From an optimization exercise on the open Yosys and OpenROAD flow, aimed at small area, a short achievable clock period and few clock cycles per item; shortcuts taken in it are not production practice. RTL that was checked went through simulation tests only; none was proved equivalent to the original. Only the layout flow was run in runs 1, 2, 7 and 8; the RTL was not checked for function there. Power is estimated from default activity; no workload was simulated.

### flow/design.v
module tcp_rx (
    input  wire        clk,
    input  wire        rst,
    input  wire        start,
    output wire        ready,
    input  wire        raw,
    input  wire [31:0] src_addr,
    input  wire [31:0] dst_addr,
    input  wire [15:0] len,
    input  wire        in_valid,
    output wire        in_ready,
    input  wire [31:0] in_data,
    output reg         done,
    output reg  [1:0]  result,
    output reg  [15:0] csum,
    output reg  [2:0]  seg_class,
    output reg  [15:0] payload_len,
    output reg  [15:0] sport,
    output reg  [15:0] dport,
    output reg  [31:0] seq_num,
    output reg  [31:0] ack_num,
    output reg  [3:0]  doff,
    output reg  [5:0]  flags,
    output reg  [15:0] window,
    output reg  [15:0] cksum_field,
    output reg  [15:0] urg_ptr
);
    localparam [1:0] RES_OK        = 2'd0;
    localparam [1:0] RES_MALFORMED = 2'd1;
    localparam [1:0] RES_CHECKSUM  = 2'd2;
    localparam [2:0] C_NONE   = 3'd0;
    localparam [2:0] C_DATA   = 3'd1;
    localparam [2:0] C_SYN    = 3'd2;
    localparam [2:0] C_SYNACK = 3'd3;
    localparam [2:0] C_ACK    = 3'd4;
    localparam [2:0] C_FIN    = 3'd5;
    localparam [2:0] C_FINACK = 3'd6;
    function [31:0] csa;
        input [15:0] a;
        input [15:0] b;
        input [15:0] c;
        reg   [15:0] s, k;
        begin
            s   = a ^ b ^ c;
            k   = (a & b) | (a & c) | (b & c);
            csa = {k[14:0], k[15], s};
        end
    endfunction
    function [15:0] eac_add;
        input [15:0] a;
        input [15:0] b;
        reg   [15:0] g, p, gg, pp, c;
        integer i, l;
        begin
            g  = a & b;
            p  = a ^ b;
            gg = g;
            pp = a | b;
            for (l = 1; l < 16; l = l * 2)
                for (i = 15; i >= l; i = i - 1) begin
                    gg[i] = gg[i] | (pp[i] & gg[i-l]);
                    pp[i] = pp[i] & pp[i-l];
                end
            c[0] = gg[15];
            for (i = 1; i < 16; i = i + 1)
                c[i] = gg[i-1] | (pp[i-1] & gg[15]);
            eac_add = p ^ c;
        end
    endfunction
    reg         ready_q;      
    reg         in_ready_q;   
    reg         pend_q;       
    reg         raw_q;
    reg  [1:0]  low_q;        
    reg         short_q;      
    reg         bad_q;        
    reg         clr_q;        
    reg  [13:0] rem_q;        
    reg  [2:0]  hc_q;         
    reg  [15:0] sx_q, sy_q;   
    assign ready    = ready_q;
    assign in_ready = in_ready_q;
    wire beat   = in_valid & in_ready_q;
    wire last   = (rem_q == 14'd0) | ((rem_q == 14'd1) & (low_q == 2'd0));
    wire busy0  = ~ready_q & ~in_ready_q;          
    wire clr    = clr_q;                           
    wire [3:0] lane_ok;
    assign lane_ok[3] = 1'b1;
    assign lane_ok[2] = (rem_q != 14'd0) | (low_q != 2'd1);
    assign lane_ok[1] = (rem_q != 14'd0) | (low_q == 2'd3);
    assign lane_ok[0] = (rem_q != 14'd0);
    wire [3:0]  lane = lane_ok & {4{in_ready_q}};
    wire [31:0] dm   = in_data & {{8{lane[3]}}, {8{lane[2]}}, {8{lane[1]}}, {8{lane[0]}}};
    wire [16:0] len6 = {1'b0, rem_q, low_q} + 17'd6;
    wire [15:0] op_z = raw_q            ? 16'd0 :
                       (hc_q == 3'd0)   ? len6[15:0] :
                       (hc_q == 3'd1)   ? {15'd0, len6[16]} : 16'd0;
    wire [31:0] l1 = csa(clr ? 16'd0 : sx_q, clr ? 16'd0 : sy_q, op_z);
    wire [15:0] op_a = ready_q ? src_addr[31:16] : l1[15:0];
    wire [15:0] op_b = ready_q ? src_addr[15:0]  : l1[31:16];
    wire [15:0] op_c = ready_q ? dst_addr[31:16] : dm[31:16];
    wire [15:0] op_d = ready_q ? dst_addr[15:0]  : dm[15:0];
    wire [31:0] l2 = csa(op_a, op_b, op_c);
    wire [31:0] l3 = csa(l2[15:0], l2[31:16], op_d);
    wire [15:0] fold   = eac_add(sx_q, sy_q);
    wire        sum_ok = ((sx_q ^ sy_q) == 16'hFFFF) | ((sx_q & sy_q) == 16'hFFFF);
    wire [14:0] pl_diff   = {1'b0, rem_q} + 15'd4 - {11'd0, doff};
    wire        pl_take   = in_valid & in_ready_q & (hc_q == 3'd4);
    wire        malformed = short_q | (doff < 4'd5) | bad_q;
    wire [5:0]  k         = flags & 6'h17;
    reg  [2:0]  cls;
    always @(*) begin
        if (payload_len != 16'd0)
            cls = ((flags & 6'h07) == 6'h00) ? C_DATA : C_NONE;
        else begin
            case (k)
                6'h02:   cls = C_SYN;
                6'h12:   cls = C_SYNACK;
                6'h10:   cls = C_ACK;
                6'h01:   cls = C_FIN;
                6'h11:   cls = C_FINACK;
                default: cls = C_NONE;
            endcase
        end
    end
    always @(posedge clk) begin
        csum        <= ~fold;
        seg_class   <= cls;
        if (raw_q)
            result <= RES_OK;
        else if (malformed)
            result <= RES_MALFORMED;
        else if (!sum_ok)
            result <= RES_CHECKSUM;
        else
            result <= RES_OK;
    end
    always @(posedge clk) begin
        if (in_valid || !in_ready_q)
            {sy_q, sx_q} <= l3;
    end
    always @(posedge clk) begin
        if (beat) begin
            case (hc_q)
                3'd0: begin
                    sport <= in_data[31:16];
                    dport <= in_data[15:0];
                end
                3'd1: seq_num <= in_data;
                3'd2: ack_num <= in_data;
                3'd3: begin
                    doff   <= in_data[31:28];
                    flags  <= in_data[21:16];
                    window <= in_data[15:0];
                end
                3'd4: begin
                    cksum_field <= in_data[31:16];
                    urg_ptr     <= in_data[15:0];
                end
                default: ;
            endcase
        end
    end
    always @(posedge clk) begin
        if (ready_q && start) begin
            raw_q <= raw;
            low_q   <= len[1:0];
            short_q <= (len[15:2] < 14'd5);
        end
        if (pl_take) begin
            payload_len <= {pl_diff[13:0], low_q};
            bad_q       <= pl_diff[14];
        end
        if (ready_q)
            clr_q <= raw;
        else if (beat)
            clr_q <= 1'b0;
        if (ready_q)
            hc_q <= 3'd0;
        else if (beat && hc_q != 3'd5)
            hc_q <= hc_q + 3'd1;
        if (ready_q)
            rem_q <= len[15:2];
        else if (beat)
            rem_q <= rem_q - 14'd1;
    end
    always @(posedge clk) begin
        if (rst) begin
            ready_q    <= 1'b1;
            in_ready_q <= 1'b0;
            pend_q     <= 1'b0;
            done       <= 1'b0;
        end else begin
            done <= ready_q & pend_q;
            if (ready_q) begin
                if (start) begin
                    ready_q    <= 1'b0;
                    in_ready_q <= (len != 16'd0);
                    pend_q     <= 1'b0;
                end else begin
                    pend_q     <= 1'b0;
                end
            end else if (busy0) begin
                ready_q <= 1'b1;
                pend_q  <= 1'b1;
            end else if (beat && last) begin
                in_ready_q <= 1'b0;
                ready_q    <= 1'b1;
                pend_q     <= 1'b1;
            end
        end
    end
endmodule
### flow/flow/run.sh
#!/bin/bash
# Layout flow: the standard ORFS flow (standard.sh) with these changes:
# - ports buffered by the smallest plain buffer (buf_1) instead of the
#   delay-cell buffer buffer_ports picks by default;
# - timing repair aimed at a setup margin below the clock period, so the
#   resizer works on the paths that set the achieved period;
# - clock tree synthesis without dummy loads.
# The make output goes to standard.log; each ORFS step writes its own log
# under orfs/logs/.
set -euo pipefail
bash standard.sh \
  "BUFFER_PORTS_ARGS=-buffer_cell sky130_fd_sc_hd__buf_1" \
  "SETUP_SLACK_MARGIN=7.6" \
  "CTS_ARGS=-sink_clustering_enable -repair_clock_nets -dont_use_dummy_load -sink_clustering_size 20 -sink_clustering_max_diameter 80" \
  finish > standard.log 2>&1
### flow/standard.sh
#!/bin/bash
# synth_recipe.tcl (not shown) runs the flow's synth.tcl, then flattens the netlist and writes it again
# the make line also repeats each setting of config.mk as NAME=value (left out here)
make -C /OpenROAD-flow-scripts/flow DESIGN_CONFIG=/design/flow/config.mk WORK_HOME=/design/flow/orfs CLKGATE_MAP_FILE= SYNTH_SCRIPT=/design/flow/synth_recipe.tcl "${@:-finish}"
### flow/config.mk
export PLATFORM = sky130hd
export DESIGN_NAME = tcp_rx
export DESIGN_NICKNAME = tcp_rx
export VERILOG_FILES = /design/flow/design.v
export SDC_FILE = /design/flow/constraint.sdc
export NUM_CORES = 4
export LEC_CHECK = 0
export CAP_MARGIN = 20
export CORE_MARGIN = 2
export CORE_UTILIZATION = 40
export PLACE_DENSITY = 0.6
export SLEW_MARGIN = 20
### flow/constraint.sdc
create_clock -name core_clock -period 11.0 [get_ports {clk}]
set_input_delay 2.2000 -clock core_clock [delete_from_list [all_inputs] [get_ports {clk}]]
set_output_delay 2.2000 -clock core_clock [all_outputs]
set_load 0.01 [all_outputs]
==> metrics.csv, run 1 <==
metric,value,unit
status,no timing/DRC/antenna violations,
Synth Warn #,1,
Clock Latency Late Sink,0.54,ns
sequential fraction of the synthesis area,57.3,%
Final Hold Viols,0,
Max Fclk,290,MHz
TritonCTS clock tree,yes,
antenna violations before repair,2,
FP Rows,65,
crit path kind,flip-flop to flip-flop,
commonest cells in the synthesized netlist,"edfxtp_1, inv_1, nor2_1, ha_1, fa_1",
crit-path cells,buf_4 > ha_2 > a21oi_2 > nor2_2 > and4_4 > xnor2_1 > nor2_1 > fa_1 > mux2i_2 > fa_1 > inv_1 > fa_2,
CP top delay family,adder cells,
Detailed Route WL,37.2,mm
PD cells,193,nW/um^2
CP dominant cell by count,fa_1,
RR Startpoint,rem_q[0],
DRT iter0 DRCs,585,
All-Layer GR Usage,22.2,%
DIE HEIGHT,182,microns
Post-Synth XOR/XNOR Area,2.98,%
Critical Path Start Type,flip-flop,
Synth top area share,52.8,%
count of hold-fix buffers inserted at cts,0,
max-capacitance violation count,0,
Post-Synth Simple-Gate Area,8.95,%
worst-margin pin slew,1.00,ns
Worst setup EP type,flip-flop,
post-route setup TNS,0,ns
skew final,0.105,ns
largest net degree at the start of global routing,56,
vias after detailed routing,8864,
Rel. slew slack,33.1,%
"Distinct cells, synth",62,
fillers,2819,
CP required,11.18,ns
die area,33000,sq um
PortBufs,310,
DRT antenna net count,0,
Critical Path Stages,12,
Initial Util,40.3,%
"Remaining Overflow, GRT",0,
Setup crit end,sx_q[12],
complex-gate fraction of the synthesized area,7.86,%
Synth area leader,edfxtp_1,
first-pass GRT wire length,54.4,mm
Worst R2R Setup Slack,7.55,ns
Async SR Flop Fraction,0,%
register bit total from synthesis,250,
Worst Path Max Fanout,5,
Die X,182,microns
"share of synthesized cell area in full adder, half adder and majority cells",16.1,%
"IR drop worst, VDD",0.107,mV
final worst path period need,3.45,ns
mux cell area share after synthesis,2.93,%
CP startpoint,rem_q[0],
Top Ports,311,
vias in the first global route,8790,
Syn Inst Count,962,
syn_area_per_cell,13.1,sq um
H-tree Lvls,1,
mapped cell area,12600,sq um
max-slew violation count,0,
number of synthesized flops with an enable pin,222,
fin crit share,31.4,%
total CTS buffers,18,
cells on worst reg2reg path,12,
root buffer cell,clkbuf_16,
largest family of logic cells by synthesized area,adder cells,
"Primary FF master, synth",edfxtp_1,
clk sinks,250,
Hold Crit Class,flip-flop to flip-flop,
Crit path largest cell delay,0.45,ns
Worst path slowest cell,fa_1,
RSZ-0062 raised after global routing,true,
Area Growth Syn to Fin,22.7,%
most frequent cell after synthesis,edfxtp_1,
Vias/cell,5.21,
largest registers,"ack_num: 32 flops, seq_num: 32 flops",
utilization after layout,49.4,%
layout cells sized above 1,13.2,%
Routability Congestion,0.837,
core box area,31300,sq um
drt wl/cell,21.9,microns
syn nets,1211,
worst-case clock buffer depth,3,
post-DP HPWL,28.4,mm
"Setup violations, final",0,
RR Endpoint,sx_q[12],
DRC viols,0,
Total Nets Final,1548,
worst path arrival time,3.63,ns
"Reg clk slew, reported paths",0.09,ns
Area contributors post-synth,"edfxtp_1, ha_1, fa_1",
Critical path buffers and inverters,2,
Pleak,5.65,nW
drt pass-1 iters,5,
cell families (layout without fill, tap and decap cells):
logic type	count (synthesis)	count (layout)
flops	250	250
simple gates	231	232
compound gates	136	136
buf+inv	133	467
fa+ha+maj	132	132
xor+xnor	43	43
mux	37	37
other cells	0	2
layer usage:
layer | part of all wire, % | GRT usage, % | vias up
met4 | 2.2 | 5.72 | 0
met3 | 5.8 | 3.07 | 45
met2 | 50 | 38.9 | 323
met1 | 42 | 29.0 | 4390
met5 | 0 | 0 | -
li1 | - | - | 4106
report_power, final:
part	leakage [nW]	internal, W	switching, W
clock	0.222	0.000291	0.000313
combinational	3.12	0.000461	0.000684
sequential	2.31	0.00117	0.0000667
metrics by stage:
step / area [sq um] / hold slack (ns) / total power (W) / std cells / setup slack (ns)
floorplan: 13100 / 0.410 / 0.00203 / 962 / 7.42
detailed placement: 14700 / 0.421 / 0.00237 / 1661 / 6.94
CTS: 15400 / 0.437 / 0.00300 / 1696 / 7.42
global placement: 14700 / 0.432 / 0.00235 / 1661 / 7.03
finish: 15500 / 0.438 / 0.00299 / 1701 / 7.55
global route: 15500 / 0.462 / 0.00316 / 1701 / 7.39
tightest hold or removal path: cells and delay by family (launching register included):
kind             cells  cell delay (ns)
DFF                  1             0.32
and+or+nand+nor      2             0.09
layout by cell type, fill, tap and decap left out, types with 17 or more instances in the layout:
| cell type | netlist | routed |
|---|---|---|
| a21oi_1 | 27 | 24 |
| buf_1 | 6 | 305 |
| buf_4 | 0 | 23 |
| clkbuf_16 | 0 | 18 |
| dfxtp_1 | 28 | 26 |
| edfxtp_1 | 222 | 222 |
| fa_1 | 50 | 33 |
| fa_2 | 0 | 17 |
| ha_1 | 82 | 78 |
| inv_1 | 112 | 106 |
| nand2_1 | 45 | 42 |
| nor2_1 | 84 | 76 |
| o21ai_0 | 23 | 23 |
| xnor2_1 | 31 | 31 |
layout make-up:
type | count | area [sq um] | area share [%]
antenna | 2 | 5.00 | 0.0323
clock buffer | 18 | 450 | 2.91
inverter | 112 | 420 | 2.72
multi-input combinational | 580 | 5450 | 35.2
sequential | 250 | 7230 | 46.7
tap | 402 | 503 | 3.25
timing repair buffer | 337 | 1420 | 9.17
how the worst min path moves through the flow:
stage	startpoint	to	slack, ns	depth (start not counted)
after detailed placement	pend_q	done	0.42	2
after global routing	pend_q	done	0.46	2
after floorplan	pend_q	done	0.41	2
after CTS	pend_q	done	0.44	2
after global placement	pend_q	done	0.43	2
final	pend_q	done	0.44	2
timing repair:
action / in CTS / in global routing
pin swaps: 14 / 9
gates cloned: 1 / 0
gates resized for setup: 27 / 16
buffers inserted: 16 / 2
setup endpoints to repair: 64 / 24
==> run 2, diff against run 1 <==
--- a/flow/flow/run.sh
+++ b/flow/flow/run.sh
@@ -12,3 +12,3 @@
   "BUFFER_PORTS_ARGS=-buffer_cell sky130_fd_sc_hd__buf_1" \
-  "SETUP_SLACK_MARGIN=7.6" \
+  "SETUP_SLACK_MARGIN=7.0" \
   "CTS_ARGS=-sink_clustering_enable -repair_clock_nets -dont_use_dummy_load -sink_clustering_size 20 -sink_clustering_max_diameter 80" \
==> metrics.csv, run 2 <==
metric,value,unit,change
post-DP HPWL,27.7,mm,-2.3%
Total Nets Final,1528,,-1.3%
"Primary FF master, synth",edfxtp_1,,
Hold Crit Class,flip-flop to flip-flop,,
vias in the first global route,8591,,-2.3%
Synth top area share,52.8,%,unchanged
fillers,2877,,+2.1%
Clock Latency Late Sink,0.50,ns,-0.04 ns
RR Startpoint,rem_q[0],,
worst-case clock buffer depth,3,,unchanged
crit path kind,flip-flop to primary output,,
Pleak,5.63,nW,-0.35%
"IR drop worst, VDD",0.116,mV,+8.8%
max-capacitance violation count,0,,unchanged
DRT iter0 DRCs,670,,+15%
drt pass-1 iters,5,,unchanged
FP Rows,65,,unchanged
PD cells,195,nW/um^2,+1.1%
worst path arrival time,1.64,ns,-1.99 ns
area of the multi-input gates,4950,sq um,-9.1%
count of hold-fix buffers inserted at cts,0,,unchanged
diode count,0,,-2
Synth Warn #,1,,unchanged
DRC viols,0,,unchanged
root buffer cell,clkbuf_16,,
layout cells sized above 1,4.31,%,-8.9 points
most frequent cells in the layout,"buf_1, edfxtp_1, inv_1",,
core box area,31300,sq um,unchanged
antenna violations before repair,2,,unchanged
mapped cell area,12600,sq um,unchanged
Detailed Route WL,35.5,mm,-4.6%
Syn Inst Count,962,,unchanged
TritonCTS clock tree,yes,,
max-slew violation count,0,,unchanged
hold_sp,pend_q,,
PortBufs,310,,unchanged
"Reg clk slew, reported paths",0.09,ns,about the same
"Setup violations, final",0,,unchanged
drt wl/cell,21.2,microns,-3.4%
skew final,0.0322,ns,-0.0726 ns
RSZ-0062 raised after global routing,false,,
post-route setup TNS,0,ns,unchanged
Final Power,0.00288,W,-3.5%
Worst R2R Setup Slack,7.29,ns,-0.26 ns
CP required,8.80,ns,-2.38 ns
register area,7230,sq um,about the same
"Distinct cells, synth",62,,unchanged
Synth area leader,edfxtp_1,,
All-Layer GR Usage,21.5,%,-0.67 points
first-pass GRT wire length,53.0,mm,-2.6%
Die X,182,microns,unchanged
worst-margin pin slew,1.04,ns,+0.0365 ns
largest net degree at the start of global routing,85,,+52%
Critical Path Start Type,flip-flop,,
largest registers,"ack_num: 32 flops, seq_num: 32 flops",,
Rel. slew slack,30.1,%,-2.9 points
sequential fraction of the synthesis area,57.3,%,unchanged
DIE HEIGHT,182,microns,unchanged
fin crit share,34.9,%,+3.5 points
Max Fclk,261,MHz,-10%
syn_area_per_cell,13.1,sq um,unchanged
most frequent cell after synthesis,edfxtp_1,,
Vias/cell,5.15,,-1.2%
number of synthesized flops with an enable pin,222,,unchanged
H-tree Lvls,1,,unchanged
vias after detailed routing,8644,,-2.5%
Area contributors post-synth,"edfxtp_1, ha_1, fa_1",,
Area Growth Syn to Fin,17.1,%,
Top Ports,311,,unchanged
Routability Congestion,0.855,,+2.1%
commonest cells in the synthesized netlist,"edfxtp_1, inv_1, nor2_1, ha_1, fa_1",,
die area,33000,sq um,unchanged
DRT antenna net count,0,,unchanged
"Remaining Overflow, GRT",0,,unchanged
Async SR Flop Fraction,0,%,unchanged
"most common cell after layout, fill and taps aside",buf_1,,
Initial Util,40.3,%,unchanged
status,no timing/DRC/antenna violations,,
syn nets,1211,,unchanged
final worst path period need,3.84,ns,+0.385 ns
Worst Path Max Fanout,84,,+79
clk sinks,250,,unchanged
total CTS buffers,17,,-1
register bit total from synthesis,250,,unchanged
Worst setup EP type,primary output,,
Final Hold Viols,0,,unchanged
CP startpoint,ready_q,,
[run 2: cell counts after synthesis]
Identical to the previous run, type by type.
[run 2: cells by family after synthesis]
family / synth area share, %
AND/OR/NAND/NOR: 8.95
flip-flops: 57.3
adder cells (fa/ha/maj): 16.1
multiplexers: 2.93
AO/OA/AOI/OAI: 7.86
XOR/XNOR: 2.98
buffers and inverters: 3.96
[run 2: area by class of cell]
type / count / share of cell area (%)
clock buffer: 17 / 2.88
timing repair buffer: 319 / 8.46
tap: 402 / 3.40
multi-input combinational: 579 / 33.5
sequential: 250 / 48.9
inverter: 112 / 2.84
[run 2: where the power goes]
group | switching, W | internal (W) | leakage, nW
Clock | 0.000301 | 0.000275 | 0.209
Sequential | 0.0000676 | 0.00117 | 2.31
Combinational | 0.000650 | 0.000417 | 3.11
[run 2: final timing paths]
check,end,cells after the start
setup / recovery,ready,2
hold / removal,done,2
setup reg to reg,sx_q[0],14
hold reg to reg,done,2
[run 2: critical path: stages, from the launching register on]
cell     delay [ns]
dfxtp_4        0.50
buf_12         0.41
buf_1          0.20
[run 2: repair_timing]
action / CTS / global route
setup endpoints to repair: 1 / 5
gates resized for setup: 2 / 3
setup buffers: 0 / 1
[run 2: per-layer routing]
| layer | vias to the layer above | share of wire [%] | GRT usage (%) |
|---|---|---|---|
| met3 | 43 | 6.0 | 3.45 |
| met1 | 4227 | 43 | 28.8 |
| li1 | 4051 | - | - |
| met5 | - | 0.082 | 0 |
| met2 | 319 | 49 | 37.0 |
| met4 | 4 | 1.9 | 4.36 |
[run 2: metrics by stage]
stage / cells / hold slack, ns / area, sq um / setup slack (ns) / utilization, %
after detailed placement: 1660 / 0.428 / 14300 / 6.84 / 45.7
after global placement: 1660 / 0.432 / 14300 / 6.90 / 45.7
after floorplan: 962 / 0.410 / 12600 / 6.85 / -
after global routing: 1679 / 0.481 / 14800 / 7.05 / 47.2
after CTS: 1677 / 0.444 / 14700 / 7.02 / 47.1
final: 1679 / 0.448 / 14800 / 7.16 / 47.2
==> run 3, diff against run 2 <==
--- a/flow/design.v
+++ b/flow/design.v
@@ -93,6 +93,6 @@
     wire [31:0] dm   = in_data & {{8{lane[3]}}, {8{lane[2]}}, {8{lane[1]}}, {8{lane[0]}}};
-    wire [16:0] len6 = {1'b0, rem_q, low_q} + 17'd6;
-    wire [15:0] op_z = raw_q            ? 16'd0 :
-                       (hc_q == 3'd0)   ? len6[15:0] :
-                       (hc_q == 3'd1)   ? {15'd0, len6[16]} : 16'd0;
+    wire [15:0] op_z = raw_q          ? 16'd0 :
+                       busy0          ? 16'd6 :
+                       (hc_q == 3'd0) ? {rem_q, low_q} :
+                       (hc_q == 3'd1) ? 16'd6 : 16'd0;
     wire [31:0] l1 = csa(clr ? 16'd0 : sx_q, clr ? 16'd0 : sy_q, op_z);
@@ -106,3 +106,4 @@
     wire        sum_ok = ((sx_q ^ sy_q) == 16'hFFFF) | ((sx_q & sy_q) == 16'hFFFF);
-    wire [14:0] pl_diff   = {1'b0, rem_q} + 15'd4 - {11'd0, doff};
+    wire [4:0]  doff_m4   = 5'd4 - {1'b0, doff};
+    wire [14:0] pl_diff   = {1'b0, rem_q} + {{10{doff_m4[4]}}, doff_m4};
     wire        pl_take   = in_valid & in_ready_q & (hc_q == 3'd4);
--- a/flow/flow/run.sh
+++ b/flow/flow/run.sh
@@ -12,3 +12,3 @@
   "BUFFER_PORTS_ARGS=-buffer_cell sky130_fd_sc_hd__buf_1" \
-  "SETUP_SLACK_MARGIN=7.0" \
+  "SETUP_SLACK_MARGIN=7.8" \
   "CTS_ARGS=-sink_clustering_enable -repair_clock_nets -dont_use_dummy_load -sink_clustering_size 20 -sink_clustering_max_diameter 80" \
==> metrics.csv, run 3 <==
metric,value,unit,change
status,no timing/DRC/antenna violations,,
commonest cells in the synthesized netlist,"edfxtp_1, inv_1, nor2_1, ha_1, fa_1",,
"IR drop worst, VDD",0.0948,mV,-18%
Area contributors post-synth,"edfxtp_1, fa_1, ha_1",,
CP top delay family,adder cells,,
most frequent cell after synthesis,edfxtp_1,,
worst path arrival time,3.54,ns,+1.90 ns
drt wl/cell,21.0,microns,-0.60%
mapped cell area,12000,sq um,-5.3%
utilization after layout,52.3,%,+5.1 points
final worst path period need,3.28,ns,-0.559 ns
DIE HEIGHT,177,microns,-2.6%
Flop pwr share,42.6,%,-0.4 points
Psw,0.00100,W,-1.5%
H-tree Lvls,1,,unchanged
Post-Synth Simple-Gate Area,8.35,%,-0.60 points
die area,31300,sq um,-5.2%
Worst setup EP type,flip-flop,,
"most common cell after layout, fill and taps aside",edfxtp_1,,
"Setup violations, final",0,,unchanged
Combinational Power Share,37.2,%,+0.2 points
post-route setup TNS,0,ns,unchanged
PortBufs,310,,unchanged
Detailed Route WL,34.1,mm,-4.2%
Top Ports,311,,unchanged
CP required,11.27,ns,+2.47 ns
"Reg clk slew, reported paths",0.08,ns,about the same
RSZ-0062 raised after global routing,true,,
Critical path buffers and inverters,2,,unchanged
syn_area_per_cell,13.8,sq um,+5.1%
Post-Synth XOR/XNOR Area,2.93,%,-0.054 points
syn nets,1089,,-10%
"share of synthesized cell area in full adder, half adder and majority cells",14.1,%,-1.9 points
P_int,0.00194,W,+4.1%
Worst path slowest cell,fa_1,,
Worst Path Max Fanout,1,,-99%
root buffer cell,clkbuf_16,,
skew final,0.0446,ns,+0.0125 ns
DRC viols,0,,unchanged
Die X,177,microns,-2.6%
Clock Latency Late Sink,0.51,ns,about the same
Critical Path Start Type,input pin,,
Final Hold Viols,0,,unchanged
sequential fraction of the synthesis area,60.4,%,+3.2 points
Max Fclk,305,MHz,+17%
Routability Congestion,0.844,,-1.2%
largest net degree at the start of global routing,53,,-38%
vias in the first global route,8173,,-4.9%
core box area,29600,sq um,-5.6%
clock share of power,20.2,%,+0.2 points
Hold Crit Class,flip-flop to flip-flop,,
antenna violations before repair,1,,-1
TritonCTS clock tree,yes,,
post-DP HPWL,25.4,mm,-8.3%
switching part of the total,34.1,%,-1.2 points
largest family of logic cells by synthesized area,adder cells,,
max-capacitance violation count,0,,unchanged
vias after detailed routing,8205,,-5.1%
count of hold-fix buffers inserted at cts,0,,unchanged
crit path kind,input pin to flip-flop,,
max-slew violation count,0,,unchanged
drt pass-1 iters,7,,+2
"Primary FF master, synth",edfxtp_1,,
complex-gate fraction of the synthesized area,7.73,%,-0.13 points
Synth area leader,edfxtp_1,,
fillers,2585,,-10%
"Remaining Overflow, GRT",0,,unchanged
Crit path largest cell delay,0.48,ns,-0.02 ns
clk sinks,250,,unchanged
Initial Util,40.5,%,+0.14 points
Synth Warn #,1,,unchanged
number of synthesized flops with an enable pin,222,,unchanged
worst-case clock buffer depth,3,,unchanged
DP Cell Count,1556,,-6.3%
Total Nets Final,1452,,-5.0%
PD cells,190,nW/um^2,-2.4%
total CTS buffers,18,,+1
Final Power,0.00294,W,+2.1%
FP Rows,63,,-3.1%
mux cell area share after synthesis,2.93,%,-0.0044 points
Async SR Flop Fraction,0,%,unchanged
Vias/cell,5.07,,-1.6%
"Distinct cells, synth",58,,-6.5%
Syn Inst Count,867,,-9.9%
All-Layer GR Usage,21.6,%,+0.092 points
first-pass GRT wire length,50.0,mm,-5.8%
most frequent cells in the layout,"edfxtp_1, clkbuf_2, buf_1",,
worst-margin pin slew,0.796,ns,-0.242 ns
crit-path cells,buf_6 > a22oi_2 > fa_1 > inv_2 > fa_2,,
layout cells sized above 1,32.0,%,+28 points
fin crit share,29.8,%,-5.1 points
register bit total from synthesis,250,,unchanged
largest registers,"ack_num: 32 flops, seq_num: 32 flops",,
DRT antenna net count,0,,unchanged
Rel. slew slack,46.9,%,+17 points
Area Growth Syn to Fin,29.3,%,
Finished Layout Cells,1619,,-3.6%
Pleak,6.09,nW,+8.3%
DRT iter0 DRCs,634,,-5.4%
Synth top area share,55.7,%,+2.9 points
==> run 3: cell count changes after synthesis, sizes merged, moves of 5 or more <==
cell	delta
ha	-27
nand2	-21
inv	-20
and2	+15
nand2b	+8
nor2	-8
nand3	-7
nor3b	-5
or4	-5
xnor2	-5
==> run 3: cell families (layout without fill, tap and decap cells) <==
kind of cell,count (synthesis),after routing
AOI/OAI and AO/OA,131,131
xor gates and xnor gates,40,40
adders and majority gates,105,105
buffers and inverters,111,472
DFF,250,250
muxes,35,35
other,0,1
and+or+nand+nor,195,195
==> run 3: layout make-up <==
| cell class | count | area [sq um] | area share, % |
|---|---|---|---|
| Clock buffer | 18 | 450 | 2.91 |
| Tap cell | 390 | 488 | 3.16 |
| Antenna cell | 1 | 2.50 | 0.0162 |
| Timing Repair Buffer | 362 | 2040 | 13.2 |
| Sequential cell | 250 | 7250 | 46.9 |
| Inverter | 92 | 348 | 2.25 |
| Multi-Input combinational cell | 506 | 4880 | 31.6 |
==> run 3: per-stage QoR <==
stage	worst slack [ns]	hold WS [ns]	cell area, sq um
floorplan	7.41	0.410	12200
global placement	7.07	0.427	13900
detailed placement	7.04	0.428	13900
CTS	7.68	0.442	14800
global route	7.66	0.467	15500
finish	7.72	0.442	15500
==> run 3: repair_timing <==
item                                    4_1_cts  5_1_grt
gates cloned                                  0        1
gates resized for setup                     126      216
pin swaps                                    29       52
endpoints found under the setup margin      239      207
hold endpoints to repair                      0        0
setup buffers                                28       15
==> run 3: worst register-to-register path: stages (launching register included) <==
cell	delay [ns]
dfxtp_2	0.34
inv_2	0.09
ha_4	0.18
nor4b_4	0.31
buf_4	0.21
nand2_2	0.09
fa_2	0.57
inv_1	0.06
mux2i_4	0.16
fa_1	0.41
inv_1	0.08
fa_2	0.42
==> run 3: routing by layer <==
layer  vias up  wire [microns]  global-route usage [%]  part of all wire (%)
met5         -               0                       0                     0
met4         0             619                    4.27                   1.8
met3        41            2440                    4.49                   7.2
met2       303           16800                    36.8                    49
met1      4042           14200                    28.7                    42
li1       3819               -                       -                     -
==> run 3: power groups by stage <==
stage / Combinational (W) / Sequential (W) / Clock [W]
after floorplan: 0.000713 / 0.00126 / 0
after global placement: 0.000990 / 0.00128 / 0
after detailed placement: 0.00101 / 0.00128 / 0
after CTS: 0.00105 / 0.00125 / 0.000612
after global routing: 0.00123 / 0.00127 / 0.000644
final: 0.00109 / 0.00125 / 0.000594
==> run 3: worst paths after layout <==
kind | slack [ns] | cells past startpoint | end | start
max reg2reg | 7.84 | 11 | sx_q[14] | hc_q[1]
min | 0.44 | 2 | done | pend_q
max | 7.72 | 5 | sx_q[13] | dst_addr[29]
min reg2reg | 0.44 | 2 | done | pend_q
Testbench counts of run 3, summed over its fixed seeds: cycles 93,989, items 1,280.
==> run 4, diff against run 3 <==
--- a/flow/flow/run.sh
+++ b/flow/flow/run.sh
@@ -12,3 +12,3 @@
   "BUFFER_PORTS_ARGS=-buffer_cell sky130_fd_sc_hd__buf_1" \
-  "SETUP_SLACK_MARGIN=7.8" \
+  "SETUP_SLACK_MARGIN=7.6" \
   "CTS_ARGS=-sink_clustering_enable -repair_clock_nets -dont_use_dummy_load -sink_clustering_size 20 -sink_clustering_max_diameter 80" \
--- a/flow/config.mk
+++ b/flow/config.mk
@@ -7,2 +7,3 @@
 export LEC_CHECK = 0
+export ABC_AREA = 1
 export CAP_MARGIN = 20
==> metrics.csv, run 4 <==
metric,value,unit,change
Total Nets Final,1726,,+19%
Hold Crit Class,flip-flop to flip-flop,,
CP dominant cell by count,inv_1,,
PD cells,198,nW/um^2,+4.0%
Area contributors post-synth,"edfxtp_1, fa_1, nand2_1",,
worst-case clock buffer depth,3,,unchanged
crit-path cells,buf_8 > inv_8 > nor2_4 > nand3_2 > nand2_2 > inv_1 > fa_1 > inv_1 > fa_2,,
Pleak,6.19,nW,+1.5%
Initial Util,40.5,%,about the same
Final Hold Viols,0,,unchanged
Async SR Flop Fraction,0,%,unchanged
"Reg clk slew, reported paths",0.07,ns,about the same
DIE HEIGHT,182,microns,+3.1%
Worst path slowest cell,fa_1,,
utilization after layout,49.8,%,-2.5 points
final worst path period need,3.38,ns,+0.105 ns
Post-Synth Simple-Gate Area,15.6,%,+7.3 points
sequential fraction of the synthesis area,56.8,%,-3.7 points
H-tree Lvls,1,,unchanged
number of synthesized flops with an enable pin,222,,unchanged
Top Ports,311,,unchanged
Detailed Route WL,38.4,mm,+13%
total CTS buffers,19,,+1
Final Power,0.00310,W,+5.5%
largest family of logic cells by synthesized area,simple AND/OR/NAND/NOR gates,,
commonest cells in the synthesized netlist,"edfxtp_1, nand2_1, inv_1, nor2_1, ha_1",,
Syn Inst Count,1173,,+35%
Vias/cell,5.00,,-1.4%
vias after detailed routing,9517,,+16%
max-slew violation count,0,,unchanged
"Remaining Overflow, GRT",0,,unchanged
Max Fclk,296,MHz,-3.1%
drt pass-1 iters,6,,-1
Worst Path Max Fanout,6,,+5
TritonCTS clock tree,yes,,
worst-margin pin slew,0.939,ns,+0.143 ns
Crit path largest cell delay,0.49,ns,about the same
first-pass GRT wire length,57.1,mm,+14%
"share of synthesized cell area in full adder, half adder and majority cells",13.3,%,-0.86 points
"most common cell after layout, fill and taps aside",buf_1,,
layout cells sized above 1,12.2,%,-20 points
"IR drop worst, VDD",0.141,mV,+48%
antenna violations before repair,1,,unchanged
post-DP HPWL,30.0,mm,+18%
most frequent cell after synthesis,edfxtp_1,,
clk sinks,250,,unchanged
vias in the first global route,9490,,+16%
count of hold-fix buffers inserted at cts,0,,unchanged
DRT antenna net count,0,,unchanged
"Setup violations, final",0,,unchanged
Synth top area share,52.4,%,-3.4 points
CP required,11.24,ns,-0.03 ns
DP Worst Slack,6.76,ns,-0.281 ns
complex-gate fraction of the synthesized area,4.51,%,-3.2 points
max-capacitance violation count,0,,unchanged
crit path kind,input pin to flip-flop,,
post-route setup TNS,0,ns,unchanged
Die X,182,microns,+3.1%
largest registers,"ack_num: 32 flops, seq_num: 32 flops",,
drt wl/cell,20.2,microns,-4.1%
skew final,0.0550,ns,+0.0103 ns
root buffer cell,clkbuf_16,,
die area,33300,sq um,+6.3%
Clock Latency Late Sink,0.52,ns,about the same
final instance area,15700,sq um,+1.4%
final setup margin,7.62,ns,-0.105 ns
status,no timing/DRC/antenna violations,,
Worst setup EP type,flip-flop,,
DRT iter0 DRCs,647,,+2.1%
Synth Warn #,1,,unchanged
RSZ-0062 raised after global routing,true,,
fin crit share,30.8,%,+0.95 points
PortBufs,310,,unchanged
DRC viols,0,,unchanged
syn_area_per_cell,10.9,sq um,-21%
Routability Congestion,0.914,,+8.3%
FP Rows,65,,+3.2%
syn nets,1395,,+28%
most frequent cells in the layout,"buf_1, edfxtp_1, nand2_1",,
core box area,31500,sq um,+6.5%
register bit total from synthesis,250,,unchanged
placed inst area,14700,sq um,+5.9%
Rel. slew slack,37.2,%,-9.7 points
mapped cell area,12700,sq um,+6.5%
"Primary FF master, synth",edfxtp_1,,
Critical Path Start Type,input pin,,
Area Growth Syn to Fin,23.1,%,
"Distinct cells, synth",38,,-34%
All-Layer GR Usage,22.9,%,+1.3 points
worst path arrival time,3.62,ns,+0.08 ns
Post-Synth XOR/XNOR Area,1.17,%,-1.8 points
mux cell area share after synthesis,2.36,%,-0.57 points
largest net degree at the start of global routing,50,,-5.7%
Synth area leader,edfxtp_1,,
## run 4: changes by cell type in the layout (fill, tap and decap cells not counted), moves of 23 or more
| cell | previous run | this run |
|---|---|---|
| clkbuf_2 | 118 | 3 |
| buf_1 | 115 | 298 |
| buf_6 | 28 | 5 |
| nor2_1 | 72 | 118 |
| nand2_1 | 22 | 204 |
| buf_4 | 46 | 17 |
| buf_2 | 47 | 1 |
| nand3_1 | 6 | 46 |
| inv_1 | 78 | 159 |
## run 4: worst paths after layout
path	depth (start not counted)	slack [ns]	endpoint	from
max	9	7.62	sx_q[2]	in_data[18]
min	2	0.44	done	pend_q
max reg2reg	15	7.66	sx_q[12]	hc_q[1]
min reg2reg	2	0.44	done	pend_q
## run 4: power by group
part / total (W) / internal (W) / switching, W
clock network: 0.000623 / 0.000306 / 0.000317
logic: 0.00124 / 0.000431 / 0.000806
registers: 0.00124 / 0.00118 / 0.0000657
## run 4: final cells by class
| type | count | area, sq um |
|---|---|---|
| well taps | 402 | 503 |
| diodes | 1 | 2.50 |
| clock buffers | 19 | 475 |
| multi-input cells | 720 | 5230 |
| flip-flops and latches | 250 | 7240 |
| fillers | 2906 | 15800 |
| inverters | 180 | 751 |
| repair buffers | 333 | 1480 |
## run 4: cells by family (layout without fill, tap and decap cells)
logic type / after synthesis / after routing
fa+ha+maj: 105 / 105
mux: 30 / 30
simple gates: 463 / 463
xor+xnor: 17 / 17
buf+inv: 203 / 532
flops: 250 / 250
other cells: 0 / 1
compound gates: 105 / 105
## run 4: repair_timing
item / 4_1_cts / 5_1_grt
resized for setup: 48 / 58
pin swaps: 3 / 17
setup endpoints to repair: 47 / 29
buffers inserted: 2 / 12
## run 4: per-stage QoR
step,hold WS [ns],cells
after detailed placement,0.428,1869
final,0.443,1905
after floorplan,0.410,1173
after CTS,0.443,1890
after global routing,0.469,1904
after global placement,0.430,1869
## run 4: layer usage
layer  global-route usage, %  vias up  wire (microns)  share of wire (%)
li1                        -     4549               -                  -
met1                    31.2     4594           16900                 44
met2                    37.2      330           17900                 47
met3                    5.13       44            2610                6.8
met4                    5.84        0             999                2.6
met5                       0        -               0                  0
## run 4: critical path, delay by kind of cell
| kind | cells | cell delay, ns |
|---|---|---|
| adders and majority gates | 2 | 0.92 |
| and+or+nand+nor | 3 | 0.24 |
| buffers and inverters | 4 | 0.24 |
==> run 5, diff against run 4 <==
--- a/flow/config.mk
+++ b/flow/config.mk
@@ -7,3 +7,2 @@
 export LEC_CHECK = 0
-export ABC_AREA = 1
 export CAP_MARGIN = 20
==> metrics.csv, run 5 <==
metric,value,unit,change
area of the multi-input gates,4660,sq um,-11%
register bit total from synthesis,250,,unchanged
complex-gate fraction of the synthesized area,7.73,%,+3.2 points
register area,7230,sq um,about the same
Detailed Route WL,33.6,mm,-13%
"Distinct cells, synth",58,,+53%
commonest cells in the synthesized netlist,"edfxtp_1, inv_1, nor2_1, ha_1, fa_1",,
DRT antenna net count,0,,unchanged
max-slew violation count,0,,unchanged
PD cells,197,nW/um^2,-0.23%
count of hold-fix buffers inserted at cts,0,,unchanged
"Reg clk slew, reported paths",0.09,ns,+0.02 ns
"most common cell after layout, fill and taps aside",buf_1,,
mux cell area share after synthesis,2.93,%,+0.57 points
fin crit share,30.7,%,-0.11 points
Final Hold Viols,0,,unchanged
fillers,2694,,-7.3%
Critical path buffers and inverters,1,,-3
PortBufs,310,,unchanged
H-tree Lvls,1,,unchanged
root buffer cell,clkbuf_16,,
die area,31300,sq um,-6.0%
drt wl/cell,21.1,microns,+4.8%
"Setup violations, final",0,,unchanged
max-capacitance violation count,0,,unchanged
most frequent cells in the layout,"buf_1, edfxtp_1, inv_1",,
Post-Synth XOR/XNOR Area,2.93,%,+1.8 points
number of synthesized flops with an enable pin,222,,unchanged
All-Layer GR Usage,21.0,%,-1.9 points
RSZ-0062 raised after global routing,true,,
Rel. slew slack,44.1,%,+6.8 points
crit-path cells,buf_1,,
Total Nets Final,1420,,-18%
vias in the first global route,7925,,-16%
post-route setup TNS,0,ns,unchanged
syn nets,1089,,-22%
"share of synthesized cell area in full adder, half adder and majority cells",14.1,%,+0.86 points
crit path kind,flip-flop to primary output,,
Hold Crit Class,flip-flop to flip-flop,,
Async SR Flop Fraction,0,%,unchanged
Worst setup EP type,primary output,,
vias after detailed routing,8072,,-15%
DRC viols,0,,unchanged
Area Growth Syn to Fin,21.7,%,
final worst path period need,3.37,ns,-0.0123 ns
placed inst area,13900,sq um,-5.5%
DP Worst Slack,7.03,ns,+0.268 ns
worst path arrival time,1.17,ns,-2.45 ns
DRT iter0 DRCs,569,,-12%
Vias/cell,5.08,,+1.7%
final instance area,14600,sq um,-7.2%
final setup margin,7.63,ns,+0.0123 ns
Final Power,0.00287,W,-7.4%
clk sinks,250,,unchanged
DIE HEIGHT,177,microns,-3.0%
Worst Path Max Fanout,3,,-3
FP Rows,63,,-3.1%
CP top delay family,flip-flops,,
largest family of logic cells by synthesized area,adder cells,,
Area contributors post-synth,"edfxtp_1, fa_1, ha_1",,
Synth Warn #,1,,unchanged
Post-Synth Simple-Gate Area,8.35,%,-7.3 points
status,no timing/DRC/antenna violations,,
syn_area_per_cell,13.8,sq um,+27%
Worst path slowest cell,edfxtp_1,,
core box area,29600,sq um,-6.1%
Die X,177,microns,-3.0%
post-DP HPWL,25.8,mm,-14%
largest net degree at the start of global routing,47,,-6.0%
CP required,8.80,ns,-2.44 ns
worst-margin pin slew,0.818,ns,-0.121 ns
most frequent cell after synthesis,edfxtp_1,,
total CTS buffers,18,,-1
Synth top area share,55.7,%,+3.4 points
"Remaining Overflow, GRT",0,,unchanged
"Primary FF master, synth",edfxtp_1,,
drt pass-1 iters,5,,-1
Crit path largest cell delay,0.48,ns,about the same
antenna violations before repair,5,,+4
skew final,0.0470,ns,-0.00795 ns
Critical Path Start Type,flip-flop,,
Clock Latency Late Sink,0.51,ns,about the same
sequential fraction of the synthesis area,60.4,%,+3.7 points
"IR drop worst, VDD",0.100,mV,-29%
Max Fclk,297,MHz,+0.37%
Synth area leader,edfxtp_1,,
worst-case clock buffer depth,3,,unchanged
Initial Util,40.5,%,about the same
Routability Congestion,0.842,,-7.9%
mapped cell area,12000,sq um,-6.1%
largest registers,"ack_num: 32 flops, seq_num: 32 flops",,
Top Ports,311,,unchanged
Pleak,5.35,nW,-13%
Syn Inst Count,867,,-26%
first-pass GRT wire length,48.4,mm,-15%
TritonCTS clock tree,yes,,
layout cells sized above 1,9.87,%,-2.3 points
run 5: cell types whose count changed after synthesis, sizes merged, moves of 16 or more:
cell / delta
nand3: -48
nand2: -190
xnor2: +22
nor2: -63
o21ai: -23
and2: +16
a22o: +16
inv: -88
run 5: metal layers:
layer	part of all wire [%]	global-route usage, %
met4	2.0	4.61
met1	42	27.4
met2	48	36.0
met3	7.4	4.66
met5	0.092	0
run 5: worst min-delay path, stage by stage, from the launching register on:
cell and delay (ns):
dfxtp_1 0.32, nand2_1 0.05, nor2_1 0.03
run 5: cell type report:
| class | count | share of cell area, % |
|---|---|---|
| sequential | 250 | 49.7 |
| tap | 390 | 3.35 |
| inverter | 92 | 2.39 |
| timing repair buffer | 330 | 9.43 |
| multi-input combinational | 506 | 32.0 |
| clock buffer | 18 | 3.09 |
| antenna | 2 | 0.0344 |
run 5: timing repair:
item / CTS / global route
pin swaps: 0 / 3
gates resized for setup: 7 / 25
setup buffers: 5 / 4
gates cloned: 0 / 1
endpoints found under the setup margin: 61 / 25
run 5: final timing paths:
check,start,cells past startpoint,end,slack [ns]
worst max register to register,rem_q[10],10,sx_q[7],7.70
worst min-delay path,pend_q,2,done,0.45
worst min register to register,pend_q,2,done,0.45
worst max-delay path,doff[3],1,doff[3],7.63
run 5: stage by stage:
| step | hold WS (ns) | instances | utilization [%] |
|---|---|---|---|
| 4_1_cts | 0.449 | 1580 | 48.8 |
| 6_report | 0.446 | 1588 | 49.2 |
| 5_1_grt | 0.467 | 1586 | 49.2 |
| 2_1_floorplan | 0.410 | 867 | - |
| 3_3_place_gp | 0.423 | 1557 | 47.0 |
| 3_5_place_dp | 0.431 | 1557 | 47.0 |
run 5: report_power, final:
group          leakage [nW]  total (W)  switching [W]  internal [W]
combinational          2.82    0.00103       0.000612      0.000419
sequential             2.31    0.00125      0.0000693       0.00118
clock                 0.222   0.000596       0.000305      0.000291
run 5: kinds of logic (layout without fill, tap and decap cells):
group | Yosys count | after routing
multiplexers | 35 | 35
adder cells (fa/ha/maj) | 105 | 105
AO/OA/AOI/OAI | 131 | 131
flip-flops | 250 | 250
buffers and inverters | 111 | 440
AND/OR/NAND/NOR | 195 | 195
other | 0 | 2
XOR/XNOR | 40 | 40
==> run 6, diff against run 5 <==
--- a/flow/config.mk
+++ b/flow/config.mk
@@ -9,4 +9,4 @@
 export CORE_MARGIN = 2
-export CORE_UTILIZATION = 40
-export PLACE_DENSITY = 0.6
+export CORE_UTILIZATION = 60
+export PLACE_DENSITY = 0.75
 export SLEW_MARGIN = 20
==> metrics.csv, run 6 <==
metric,value,unit,change
max-capacitance violation count,0,,unchanged
"Primary FF master, synth",edfxtp_1,,
skew final,0.0382,ns,-0.00881 ns
first-pass GRT wire length,47.0,mm,-2.9%
mapped cell area,12000,sq um,unchanged
CP required,11.23,ns,+2.43 ns
FP Rows,51,,-19%
Final Hold Viols,0,,unchanged
Hold Crit Class,flip-flop to flip-flop,,
Synth Warn #,1,,unchanged
CP startpoint,in_data[27],,
Pleak,5.32,nW,-0.61%
"Reg clk slew, reported paths",0.08,ns,about the same
Die X,145,microns,-18%
hold_sp,pend_q,,
Async SR Flop Fraction,0,%,unchanged
Detailed Route WL,31.1,mm,-7.3%
worst-case clock buffer depth,3,,unchanged
number of synthesized flops with an enable pin,222,,unchanged
Critical Path Start Type,input pin,,
Area Growth Syn to Fin,20.0,%,
Routability Congestion,0.882,,+4.7%
drt pass-1 iters,6,,+1
"Setup violations, final",0,,unchanged
status,no timing/DRC/antenna violations,,
DIE HEIGHT,145,microns,-18%
fin crit share,30.6,%,about the same
Critical path buffers and inverters,2,,+1
crit-path cells,buf_1 > a22oi_2 > fa_1 > inv_1 > fa_2,,
most frequent cells in the layout,"buf_1, edfxtp_1, inv_1",,
core box area,19500,sq um,-34%
Final Power,0.00285,W,-0.91%
hold slack final,0.430,ns,-0.0155 ns
largest registers,"ack_num: 32 flops, seq_num: 32 flops",,
All-Layer GR Usage,29.3,%,+8.3 points
syn nets,1089,,unchanged
"IR drop worst, VDD",0.126,mV,+26%
drt wl/cell,21.3,microns,+0.61%
Top Ports,311,,unchanged
Max Fclk,297,MHz,about the same
Synth area leader,edfxtp_1,,
Crit path largest cell delay,0.47,ns,about the same
Area contributors post-synth,"edfxtp_1, fa_1, ha_1",,
RR Startpoint,hc_q[0],,
DRT iter0 DRCs,618,,+8.6%
count of hold-fix buffers inserted at cts,0,,unchanged
die area,21100,sq um,-33%
commonest cells in the synthesized netlist,"edfxtp_1, inv_1, nor2_1, ha_1, fa_1",,
crit path kind,input pin to flip-flop,,
total CTS buffers,17,,-1
post-DP HPWL,23.4,mm,-9.2%
H-tree Lvls,1,,unchanged
TritonCTS clock tree,yes,,
syn_area_per_cell,13.8,sq um,unchanged
vias after detailed routing,8214,,+1.8%
Worst Path Max Fanout,5,,+2
"Distinct cells, synth",58,,unchanged
vias in the first global route,8080,,+2.0%
"most common cell after layout, fill and taps aside",buf_1,,
worst path arrival time,3.60,ns,+2.43 ns
worst-margin pin slew,0.947,ns,+0.129 ns
RSZ-0062 raised after global routing,true,,
Worst path slowest cell,fa_1,,
Worst setup EP type,flip-flop,,
most frequent cell after synthesis,edfxtp_1,,
clk sinks,250,,unchanged
Initial Util,61.2,%,+21 points
register bit total from synthesis,250,,unchanged
largest net degree at the start of global routing,54,,+15%
utilization after layout,73.5,%,+24 points
Clock Latency Late Sink,0.50,ns,about the same
DRC viols,0,,unchanged
PD cells,198,nW/um^2,+0.50%
PortBufs,310,,unchanged
DRT antenna net count,0,,unchanged
Total Nets Final,1422,,+0.14%
Rel. slew slack,36.6,%,-7.4 points
CP top delay family,adder cells,,
final worst path period need,3.37,ns,-0.00114 ns
Vias/cell,5.61,,+10%
root buffer cell,clkbuf_16,,
max-slew violation count,0,,unchanged
layout cells sized above 1,9.68,%,-0.18 points
post-route setup TNS,0,ns,unchanged
sequential fraction of the synthesis area,60.4,%,unchanged
"Remaining Overflow, GRT",0,,unchanged
antenna violations before repair,0,,-5
diode count,0,,-2
Syn Inst Count,867,,unchanged
Synth top area share,55.7,%,unchanged
==> run 6: cell counts after synthesis <==
Identical to the previous run, type by type.
==> run 6: repair_timing <==
action                                  CTS  global route
setup buffers                             2            12
gates resized for setup                   5            17
endpoints found under the setup margin   57            50
hold endpoints to repair                  0             0
pin swaps                                 0             5
gates cloned                              0             0
==> run 6: worst paths after layout <==
| path | endpoint | slack (ns) | depth (start not counted) |
|---|---|---|---|
| max reg2reg | sx_q[9] | 7.72 | 10 |
| max | sx_q[11] | 7.63 | 5 |
| min reg2reg | done | 0.43 | 2 |
| min | done | 0.43 | 2 |
==> run 6: logic make-up after synthesis <==
family	synth area share, %
AO/OA/AOI/OAI	7.73
XOR/XNOR	2.93
AND/OR/NAND/NOR	8.35
multiplexers	2.93
buffers and inverters	3.49
adder cells (fa/ha/maj)	14.1
flip-flops	60.4
==> run 6: metal layers <==
metal  vias to the layer above  share of wire (%)  GRT usage, %
met1                      3997                 40          39.3
met4                         0                3.0          8.48
met2                       395                 50          49.4
li1                       3759                  -             -
met5                         -                  0             0
met3                        63                7.5          5.50
==> run 6: report_power, final <==
part	internal (W)	total, W	switching [W]
Combinational	0.000423	0.00103	0.000609
Sequential	0.00118	0.00125	0.0000719
Clock	0.000275	0.000565	0.000290
Total	0.00188	0.00285	0.000971
==> run 6: layout make-up <==
type | instances | area [sq um]
Clock buffer | 17 | 425
Fill cell | 1332 | 5170
Multi-Input combinational cell | 506 | 4630
Timing Repair Buffer | 333 | 1390
Sequential cell | 250 | 7230
Tap cell | 265 | 332
Inverter | 92 | 345
==> run 6: stage by stage <==
step	cells	worst slack (ns)	cell area, sq um
floorplan	867	7.41	12200
global placement	1432	7.09	13700
detailed placement	1432	7.01	13700
CTS	1451	7.53	14200
global route	1463	7.55	14400
finish	1463	7.63	14400
==> run 6: worst register-to-register path, cell delays in order (launching register included) <==
cell	delay, ns
dfxtp_1	0.41
inv_1	0.09
ha_2	0.22
nor4b_2	0.16
buf_4	0.19
and2_1	0.21
fa_1	0.49
mux2i_2	0.24
fa_1	0.45
inv_1	0.09
fa_2	0.43
==> run 7, diff against run 6 <==
--- a/flow/design.v
+++ b/flow/design.v
@@ -48,23 +48,2 @@
     endfunction
-    function [15:0] eac_add;
-        input [15:0] a;
-        input [15:0] b;
-        reg   [15:0] g, p, gg, pp, c;
-        integer i, l;
-        begin
-            g  = a & b;
-            p  = a ^ b;
-            gg = g;
-            pp = a | b;
-            for (l = 1; l < 16; l = l * 2)
-                for (i = 15; i >= l; i = i - 1) begin
-                    gg[i] = gg[i] | (pp[i] & gg[i-l]);
-                    pp[i] = pp[i] & pp[i-l];
-                end
-            c[0] = gg[15];
-            for (i = 1; i < 16; i = i + 1)
-                c[i] = gg[i-1] | (pp[i-1] & gg[15]);
-            eac_add = p ^ c;
-        end
-    endfunction
     reg         ready_q;      
@@ -104,3 +83,5 @@
     wire [31:0] l3 = csa(l2[15:0], l2[31:16], op_d);
-    wire [15:0] fold   = eac_add(sx_q, sy_q);
+    wire [16:0] fs0    = {1'b0, sx_q} + {1'b0, sy_q};
+    wire [15:0] fs1    = sx_q + sy_q + 16'd1;
+    wire [15:0] fold   = fs0[16] ? fs1 : fs0[15:0];
     wire        sum_ok = ((sx_q ^ sy_q) == 16'hFFFF) | ((sx_q & sy_q) == 16'hFFFF);
--- a/flow/config.mk
+++ b/flow/config.mk
@@ -9,4 +9,4 @@
 export CORE_MARGIN = 2
-export CORE_UTILIZATION = 60
-export PLACE_DENSITY = 0.75
+export CORE_UTILIZATION = 40
+export PLACE_DENSITY = 0.6
 export SLEW_MARGIN = 20
==> metrics.csv, run 7 <==
metric,value,unit,change
status,no timing/DRC/antenna violations,,
drt pass-1 iters,5,,-1
Synth Warn #,1,,unchanged
Rel. slew slack,34.1,%,-2.5 points
clk sinks,250,,unchanged
Total Nets Final,1377,,-3.2%
root buffer cell,clkbuf_16,,
crit path kind,flip-flop to flip-flop,,
Syn Inst Count,823,,-5.1%
total CTS buffers,17,,unchanged
sink of the worst hold path,done,,
Area Growth Syn to Fin,22.2,%,
TritonCTS clock tree,yes,,
Die X,175,microns,+21%
worst-case clock buffer depth,3,,unchanged
DRT iter0 DRCs,414,,-33%
Post-Synth XOR/XNOR Area,2.99,%,+0.058 points
drt wl/cell,20.6,microns,-3.4%
Hold Path Depth,2,,unchanged
final worst path period need,3.50,ns,+0.128 ns
PortBufs,310,,unchanged
Critical Path Start Type,flip-flop,,
sequential fraction of the synthesis area,61.6,%,+1.2 points
largest net degree at the start of global routing,33,,-39%
commonest cells in the synthesized netlist,"edfxtp_1, inv_1, fa_1, nand2_1, ha_1",,
Detailed Route WL,31.9,mm,+2.5%
count of hold-fix buffers inserted at cts,0,,unchanged
post-route setup TNS,0,ns,unchanged
Worst Path Max Fanout,8,,+3
mapped cell area,11700,sq um,-1.9%
Final Hold Viols,0,,unchanged
Pleak,5.29,nW,-0.59%
RSZ-0062 raised after global routing,true,,
DP Cell Count,1506,,+5.2%
area of the multi-input gates,4400,sq um,-4.9%
mux cell area share after synthesis,3.07,%,+0.14 points
H-tree Lvls,1,,unchanged
Synth top area share,56.9,%,+1.1 points
syn_area_per_cell,14.2,sq um,+3.3%
most frequent cell after synthesis,edfxtp_1,,
register bit total from synthesis,250,,unchanged
register area,7230,sq um,unchanged
Post-Synth Simple-Gate Area,8.24,%,-0.11 points
cells on worst reg2reg path,10,,unchanged
PD cells,188,nW/um^2,-5.3%
hold_sp,pend_q,,
core box area,28800,sq um,+47%
"Setup violations, final",0,,unchanged
"most common cell after layout, fill and taps aside",buf_1,,
fillers,2584,,+94%
DIE HEIGHT,175,microns,+21%
Area contributors post-synth,"edfxtp_1, fa_1, dfxtp_1",,
post-DP HPWL,22.8,mm,-2.7%
Finished Layout Cells,1551,,+6.0%
skew final,0.0159,ns,-0.0223 ns
largest family of logic cells by synthesized area,adder cells,,
syn nets,1031,,-5.3%
complex-gate fraction of the synthesized area,8.59,%,+0.86 points
diode count,0,,unchanged
All-Layer GR Usage,20.4,%,-8.8 points
Worst setup EP type,flip-flop,,
FP Rows,62,,+22%
"Remaining Overflow, GRT",0,,unchanged
Routability Congestion,0.821,,-6.9%
max-capacitance violation count,0,,unchanged
DRT antenna net count,0,,unchanged
most frequent cells in the layout,"buf_1, edfxtp_1, inv_1",,
die area,30700,sq um,+46%
largest registers,"ack_num: 32 flops, seq_num: 32 flops",,
vias in the first global route,7788,,-3.6%
Synth area leader,edfxtp_1,,
DRC viols,0,,unchanged
"Distinct cells, synth",55,,-5.2%
"IR drop worst, VDD",0.0989,mV,-22%
number of synthesized flops with an enable pin,222,,unchanged
Hold Crit Class,flip-flop to flip-flop,,
"Primary FF master, synth",edfxtp_1,,
Vias/cell,5.03,,-10%
worst path arrival time,3.73,ns,+0.13 ns
max-slew violation count,0,,unchanged
Top Ports,311,,unchanged
first-pass GRT wire length,47.1,mm,+0.22%
Max Fclk,286,MHz,-3.6%
RR Startpoint,rem_q[8],,
Worst R2R Setup Slack,7.50,ns,-0.22 ns
CP required,11.23,ns,about the same
"share of synthesized cell area in full adder, half adder and majority cells",13.0,%,-1.2 points
Clock Latency Late Sink,0.50,ns,about the same
vias after detailed routing,7807,,-5.0%
RR Endpoint,sx_q[2],,
fin crit share,31.8,%,+1.2 points
"Reg clk slew, reported paths",0.08,ns,about the same
antenna violations before repair,0,,unchanged
layout cells sized above 1,9.51,%,-0.17 points
worst-margin pin slew,0.986,ns,+0.0390 ns
Async SR Flop Fraction,0,%,unchanged
Initial Util,40.7,%,-20 points
==> run 7: cell count changes in the layout (fill, tap and decap cells not counted), moves of 8 or more <==
cell	delta
fa_2	-8
nor2_1	-45
fa_1	+9
nor2b_1	+25
mux2i_2	-9
inv_1	-37
a21oi_1	+10
mux2i_1	+18
mux2i_4	-8
nand2_1	+18
ha_1	-14
==> run 7: logic make-up after synthesis <==
kind of cell | after synthesis
compound gates | 148
flops | 250
mux | 36
xor+xnor | 40
simple gates | 180
fa+ha+maj | 91
buf+inv | 78
==> run 7: worst max-delay path by stage <==
stage	from	endpoint	slack, ns	depth (start not counted)
detailed placement	in_valid	payload_len[13]	6.81	4
finish	rem_q[8]	sx_q[2]	7.50	10
floorplan	in_valid	dport[0]	7.41	2
global route	rem_q[8]	sx_q[3]	7.37	10
global placement	ready_q	sx_q[14]	6.66	9
CTS	ready_q	ready	7.50	2
==> run 7: cell type report <==
cell class / count / share of cell area, %
clock buffer: 17 / 2.97
timing repair buffer: 344 / 10.9
multi-input combinational: 496 / 30.7
tap: 384 / 3.35
sequential: 250 / 50.5
inverter: 60 / 1.59
==> run 7: power breakdown <==
part / switching (W) / internal, W / total (W)
clock: 0.000306 / 0.000275 / 0.000582
combinational: 0.000510 / 0.000371 / 0.000881
sequential: 0.0000632 / 0.00117 / 0.00123
==> run 7: stage by stage <==
step	setup WS, ns	cell area (sq um)	util (%)	hold slack [ns]	total power (W)
detailed placement	6.81	13500	46.8	0.431	0.00211
floorplan	7.41	11800	-	0.410	0.00185
finish	7.50	14300	49.8	0.457	0.00269
CTS	7.50	14200	49.3	0.456	0.00270
global placement	6.66	13500	46.8	0.439	0.00209
global route	7.37	14300	49.8	0.481	0.00286
==> run 7: timing repair <==
item,in CTS,in global routing
buffers inserted,15,8
pin swaps,21,12
gates cloned,2,1
gates resized for setup,22,14
setup endpoints to repair,115,51
==> run 7: routing by layer <==
metal | share of wire (%) | global-route usage [%] | wire length (microns) | up-vias
met1 | 43 | 27.5 | 13800 | 3810
met5 | 0 | 0 | 0 | -
met2 | 47 | 33.6 | 15100 | 281
met4 | 2.0 | 4.55 | 652 | 0
li1 | - | - | - | 3686
met3 | 7.2 | 4.81 | 2300 | 30
==> run 7: worst max-delay path, cell delays in order, from the launching register on <==
cell	delay, ns
edfxtp_1	0.43
or3_4	0.39
or4_4	0.44
or4b_4	0.53
inv_4	0.09
a41oi_4	0.11
buf_12	0.18
a22oi_2	0.16
fa_1	0.45
inv_2	0.07
fa_1	0.38
==> run 8, diff against run 7 <==
--- a/flow/design.v
+++ b/flow/design.v
@@ -57,2 +57,4 @@
     reg  [13:0] rem_q;        
+    reg         rz_q;         
+    reg         r1_q;         
     reg  [2:0]  hc_q;         
@@ -62,3 +64,3 @@
     wire beat   = in_valid & in_ready_q;
-    wire last   = (rem_q == 14'd0) | ((rem_q == 14'd1) & (low_q == 2'd0));
+    wire last   = rz_q | (r1_q & (low_q == 2'd0));
     wire busy0  = ~ready_q & ~in_ready_q;          
@@ -67,5 +69,5 @@
     assign lane_ok[3] = 1'b1;
-    assign lane_ok[2] = (rem_q != 14'd0) | (low_q != 2'd1);
-    assign lane_ok[1] = (rem_q != 14'd0) | (low_q == 2'd3);
-    assign lane_ok[0] = (rem_q != 14'd0);
+    assign lane_ok[2] = ~rz_q | (low_q != 2'd1);
+    assign lane_ok[1] = ~rz_q | (low_q == 2'd3);
+    assign lane_ok[0] = ~rz_q;
     wire [3:0]  lane = lane_ok & {4{in_ready_q}};
@@ -163,6 +165,11 @@
             hc_q <= hc_q + 3'd1;
-        if (ready_q)
+        if (ready_q) begin
             rem_q <= len[15:2];
-        else if (beat)
+            rz_q  <= (len[15:2] == 14'd0);
+            r1_q  <= (len[15:2] == 14'd1);
+        end else if (beat) begin
             rem_q <= rem_q - 14'd1;
+            rz_q  <= (rem_q == 14'd1);
+            r1_q  <= (rem_q == 14'd2);
+        end
     end
==> metrics.csv, run 8 <==
metric,value,unit,change
drt pass-1 iters,5,,unchanged
"Reg clk slew, reported paths",0.08,ns,about the same
All-Layer GR Usage,21.5,%,+1.1 points
Area contributors post-synth,"edfxtp_1, fa_1, dfxtp_1",,
Total Nets Final,1402,,+1.8%
Clock Latency Late Sink,0.53,ns,+0.03 ns
Max Fclk,296,MHz,+3.5%
Critical Path Start Type,input pin,,
total CTS buffers,18,,+1
"IR drop worst, VDD",0.0948,mV,-4.1%
status,no timing/DRC/antenna violations,,
drt wl/cell,21.7,microns,+5.3%
count of hold-fix buffers inserted at cts,0,,unchanged
Final Hold Viols,0,,unchanged
worst-margin pin slew,1.03,ns,+0.0415 ns
Syn Inst Count,876,,+6.4%
Detailed Route WL,34.3,mm,+7.6%
commonest cells in the synthesized netlist,"edfxtp_1, inv_1, fa_1, nand2_1, ha_1",,
worst path arrival time,3.57,ns,-0.16 ns
DRC viols,0,,unchanged
RSZ-0062 raised after global routing,true,,
Initial Util,40.8,%,+0.067 points
DP Cell Count,1556,,+3.3%
max-capacitance violation count,0,,unchanged
Vias/cell,5.21,,+3.5%
Async SR Flop Fraction,0,%,unchanged
antenna violations before repair,4,,+4
fin crit share,30.7,%,-1.1 points
fillers,2638,,+2.1%
"Setup violations, final",0,,unchanged
CP required,11.19,ns,-0.04 ns
sequential fraction of the synthesis area,60.1,%,-1.5 points
number of synthesized flops with an enable pin,224,,+0.90%
layout cells sized above 1,10.3,%,+0.81 points
Combinational Power Share,36.0,%,+3.3 points
final instance area,14600,sq um,+2.1%
register bit total from synthesis,252,,+0.80%
TritonCTS clock tree,yes,,
most frequent cells in the layout,"buf_1, edfxtp_1, inv_1",,
syn nets,1084,,+5.1%
Synth area leader,edfxtp_1,,
vias in the first global route,8120,,+4.3%
post-DP HPWL,25.8,mm,+13%
FP Rows,63,,+1.6%
syn_area_per_cell,13.8,sq um,-2.8%
Pleak,5.24,nW,-0.98%
Routability Congestion,0.844,,+2.8%
H-tree Lvls,1,,unchanged
P_int,0.00188,W,+3.9%
DRT antenna net count,0,,unchanged
largest net degree at the start of global routing,62,,+88%
"Primary FF master, synth",edfxtp_1,,
vias after detailed routing,8253,,+5.7%
"Distinct cells, synth",65,,+18%
root buffer cell,clkbuf_16,,
core box area,29700,sq um,+3.3%
die area,31700,sq um,+3.3%
skew final,0.0852,ns,+0.0693 ns
crit path kind,input pin to flip-flop,,
Top Ports,311,,unchanged
utilization after layout,49.2,%,-0.58 points
Finished Layout Cells,1584,,+2.1%
Area Growth Syn to Fin,20.6,%,
placed inst area,14000,sq um,+3.7%
Worst Path Max Fanout,5,,-3
Psw,0.000992,W,+13%
first-pass GRT wire length,50.2,mm,+6.7%
mapped cell area,12100,sq um,+3.4%
Die X,178,microns,+1.7%
Flop pwr share,43.3,%,-2.3 points
final worst path period need,3.38,ns,-0.118 ns
clk sinks,252,,+0.80%
worst-case clock buffer depth,3,,unchanged
switching part of the total,34.5,%,+1.8 points
DIE HEIGHT,178,microns,+1.7%
Synth Warn #,1,,unchanged
largest registers,"ack_num: 32 flops, seq_num: 32 flops",,
max-slew violation count,0,,unchanged
"most common cell after layout, fill and taps aside",buf_1,,
hold slack final,0.445,ns,-0.0121 ns
Synth top area share,55.5,%,-1.4 points
Worst setup EP type,flip-flop,,
clock share of power,20.6,%,-1.0 points
PD cells,197,nW/um^2,+4.7%
most frequent cell after synthesis,edfxtp_1,,
PortBufs,310,,unchanged
"Remaining Overflow, GRT",0,,unchanged
Rel. slew slack,31.3,%,-2.8 points
DRT iter0 DRCs,508,,+23%
Hold Crit Class,flip-flop to flip-flop,,
post-route setup TNS,0,ns,unchanged
run 8: power by group through the flow:
| stage | clock [W] | combinational (W) | sequential, W |
|---|---|---|---|
| after detailed placement | 0 | 0.00102 | 0.00127 |
| after floorplan | 0 | 0.000751 | 0.00126 |
| after CTS | 0.000611 | 0.00103 | 0.00125 |
| after global placement | 0 | 0.00100 | 0.00127 |
| after global routing | 0.000643 | 0.00116 | 0.00126 |
| final | 0.000593 | 0.00104 | 0.00125 |
run 8: layer usage:
layer	up-vias	share of wire [%]	track usage [%]
li1	3825	-	-
met1	4051	42	29.0
met3	40	7.3	3.64
met5	-	0.079	0
met4	4	2.0	5.36
met2	333	49	36.2
run 8: area by class of cell:
type | instances | area [sq um] | share of cell area (%)
sequential | 252 | 7300 | 49.9
tap | 390 | 488 | 3.34
timing repair buffer | 327 | 1340 | 9.16
inverter | 63 | 236 | 1.62
antenna | 2 | 5.00 | 0.0342
multi-input combinational | 532 | 4810 | 32.9
clock buffer | 18 | 450 | 3.08
run 8: kinds of logic (layout without fill, tap and decap cells):
kind of cell | Yosys count | after routing | synth area share, %
adders and majority gates | 91 | 91 | 12.5
and+or+nand+nor | 204 | 204 | 8.96
AOI/OAI and AO/OA | 162 | 162 | 9.55
DFF | 252 | 252 | 60.1
other | 0 | 2 | 0
buffers and inverters | 92 | 408 | 3.06
muxes | 36 | 36 | 2.98
xor gates and xnor gates | 39 | 39 | 2.82
run 8: critical path: stages:
cell      delay (ns)
clkbuf_2        0.13
a22oi_2         0.27
fa_1            0.48
inv_1           0.09
fa_1            0.39
run 8: per-stage QoR:
step	power [W]	setup slack, ns
global placement	0.00228	7.01
global route	0.00306	7.57
floorplan	0.00201	7.41
finish	0.00288	7.62
detailed placement	0.00229	6.97
CTS	0.00289	7.54
run 8: final timing paths:
path               startpoint        to  slack (ns)  cells after the start
setup / recovery  in_data[27]  sx_q[11]        7.62                      5
hold / removal         pend_q      done        0.44                      2
setup reg to reg        raw_q   sx_q[5]        7.69                      8
hold reg to reg        pend_q      done        0.44                      2
run 8: repair_timing:
action	CTS	global route
resized for setup	13	17
setup endpoints to repair	29	18
cloned	0	1
setup buffers	5	1

Check on run 8: ideal ports give 7.620 ns setup slack; a clkbuf_16 on the clock port and buf_2 on the inputs give 7.586 ns; moving port delays by the midpoint clock arrival (0.540 ns) as well gives 7.101 ns.
